What follows belongs to an exercise in optimizing a design on an open flow for small area, a short achievable clock period and few clock cycles; a production flow would make more cautious choices.
Only simulation tests tie the RTL to the original design; equivalence was not proved.

Setup of red:
==> flow/design.v (excerpt) <==
module pong_physics (
    input  wire        clk,
    input  wire        rst,
    input  wire        cmd_valid,
    input  wire [39:0] cmd,
    output wire        cmd_ready,
    output reg         resp_valid,
    output reg  [15:0] resp,
    input  wire        tick_req
);
==> flow/config.mk <==
export PLATFORM = sky130hd
export DESIGN_NAME = pong_physics
export DESIGN_NICKNAME = pong_physics
export VERILOG_FILES = /design/flow/design.v
export SDC_FILE = /design/flow/constraint.sdc
export NUM_CORES = 4
export LEC_CHECK = 0
export ABC_AREA = 1
export CAP_MARGIN = 20
export CORE_MARGIN = 2
export CORE_UTILIZATION = 40
export SLEW_MARGIN = 20
==> flow/constraint.sdc <==
create_clock -name core_clock -period 30.0 [get_ports {clk}]
set_input_delay 6.0000 -clock core_clock [delete_from_list [all_inputs] [get_ports {clk}]]
set_output_delay 6.0000 -clock core_clock [all_outputs]
set_load 0.01 [all_outputs]
run.sh (not shown) runs the stock make flow with config.mk's settings and CLKGATE_MAP_FILE= SYNTH_SCRIPT=/design/flow/synth_recipe.tcl, a recipe that flattens the netlist after the stock synthesis.
red: PASS, flow complete, no timing, DRC or antenna violations
Testbench counts of red, summed over its fixed seeds: cycles 32,906.
For blue, these inputs were changed with respect to red:
--- a/flow/design.v
+++ b/flow/design.v
@@ -98,21 +98,20 @@
     reg        tick_en;
     reg        pb, pb2, pw;
     reg        sv;
     reg [15:0] s1r;
     reg [10:0] dvq;
     reg [2:0]  dvk;
-    reg        busy;        
-    assign cmd_ready = !(rst || busy);
+    assign cmd_ready = !rst && sv && !pb && !pb2 && !pw;
     wire [7:0]  op   = cmd[39:32];
     wire [7:0]  opa  = cmd[31:24];
     wire [7:0]  opb  = cmd[23:16];
     wire [15:0] imm  = cmd[15:0];
     wire        sel  = cmd[24];
-    wire acc_cmd  = cmd_valid && !busy;
-    wire acc_tick = tick_req && !busy && !cmd_valid && tick_en;
+    wire acc_cmd  = cmd_valid && cmd_ready;
+    wire acc_tick = tick_req && cmd_ready && !cmd_valid && tick_en;
     wire c_step   = acc_cmd && (op == 8'h10);
     wire c_bounce = acc_cmd && (op == 8'h11);
     wire c_walls  = acc_cmd && (op == 8'h12);
     wire c_tick   = acc_cmd && (op == 8'h13);
     wire do_step  = acc_tick || c_step || c_tick;
     wire [15:0] vel0 = vm0 ? tdiv4(vr0) : vr0;
@@ -233,16 +232,12 @@
             default: rdp_val = 16'h0000;
         endcase
     end
     wire bnc_a   = pb || c_bounce;
     wire spin_wr = (bnc_a && hit) || (wal && hx) ||
                    (acc_cmd && ((op == 8'h19 && opa == 8'd4) || op == 8'h14));
-    wire sv_n  = !spin_wr;
-    wire pb_n  = do_step && st_pb && !c_step;
-    wire pb2_n = !pb2 && bnc_a && hit;
-    wire pw_n  = do_step ? (st_pw && !c_step) : (pw && (pb || pb2));
     always @(posedge clk) begin
         if (do_step || !sv) begin
             s1r <= s1n;
             dvq <= qa;
             dvk <= dvkn;
         end
@@ -261,29 +256,28 @@
             sc1        <= 8'h00;
             tick_en    <= 1'b0;
             pb         <= 1'b0;
             pb2        <= 1'b0;
             pw         <= 1'b0;
             sv         <= 1'b0;
-            busy       <= 1'b1;
             resp_valid <= 1'b0;
         end else begin
             resp_valid <= acc_cmd;
-            sv   <= sv_n;
-            pb   <= pb_n;
-            pb2  <= pb2_n;
-            pw   <= pw_n;
-            busy <= !sv_n || pb_n || pb2_n || pw_n;
+            sv  <= !spin_wr;
+            pb  <= 1'b0;
+            pb2 <= 1'b0;
+            if (pw && !pb && !pb2) pw <= 1'b0;
             if (pb2) begin
                 vy <= b_vy2;
             end else if (bnc_a) begin
                 if (hit) begin
                     vx   <= b_vx;
                     px   <= b_px;
                     spin <= b_spin;
                     vy   <= b_s;
+                    pb2  <= 1'b1;
                 end
             end else if (wal) begin
                 if (vb) py <= w_py;
                 if (vb || hx) vy <= w_vy;
                 if (hx) spin <= 16'd0;
                 if (hl) begin px <= 16'd16128; vx <= 16'hF400; end
@@ -293,12 +287,14 @@
             end
             if (do_step) begin
                 spin <= s1r;
                 vy   <= st_vy;
                 px   <= st_px;
                 py   <= st_py;
+                pb   <= st_pb && !c_step;
+                pw   <= st_pw && !c_step;
             end
             if (acc_cmd) begin
                 case (op)
                     8'h01: tick_en <= 1'b1;
                     8'h02: tick_en <= 1'b0;
                     8'h14: begin
==> comparison <==
Number of storage elements in the synthesis netlist for blue is lower than for red.
Compared with red, final area in blue increased slightly.
Utilization of the core after routing: blue vs red, no meaningful difference
From red to blue the numbers moved as follows: area of combinational cells with multiple inputs higher; fraction of synthesized cell area in xor and xnor cells went down 0.35 points; die area has increased; total routed wirelength saw an increase.
Testbench counts of blue, summed over its fixed seeds: cycles 32,906.

[separate check: timing with driven ports]
How much do the figures lean on ideal ports? The routed layouts below were timed once more, with nothing changed but the port constraints. Step 1: set_driving_cell puts a clkbuf_16 on clk and a buf_2 on each other input, an assumption about the parent block. Step 2 moves the port delays by t, midway between the first and last clock arrival at a register: inputs arrive t later, outputs are due t later. That takes back most of the time a late clock gives input paths. Three values: ideal ports, drivers, drivers and shift; two values: the first two.
| run | shift t [ns] | slack for setup (ns) | slew at the worst register clock pin (ns) | worst data-port slew with drivers (ns) | pins driven straight from the clock port |
|---|---|---|---|---|---|
| red | 0.640 | 16.525 / 16.501 / 16.501 | 0.07 / 0.07 | 0.04 | 1 |
| blue | 0.621 | 16.106 / 16.083 / 16.083 | 0.07 / 0.07 | 0.04 | 1 |
After both steps every run listed still meets setup and hold. For red, which loses most, drivers alone change the setup slack by -0.024 ns; drivers and shift together by -0.024 ns.
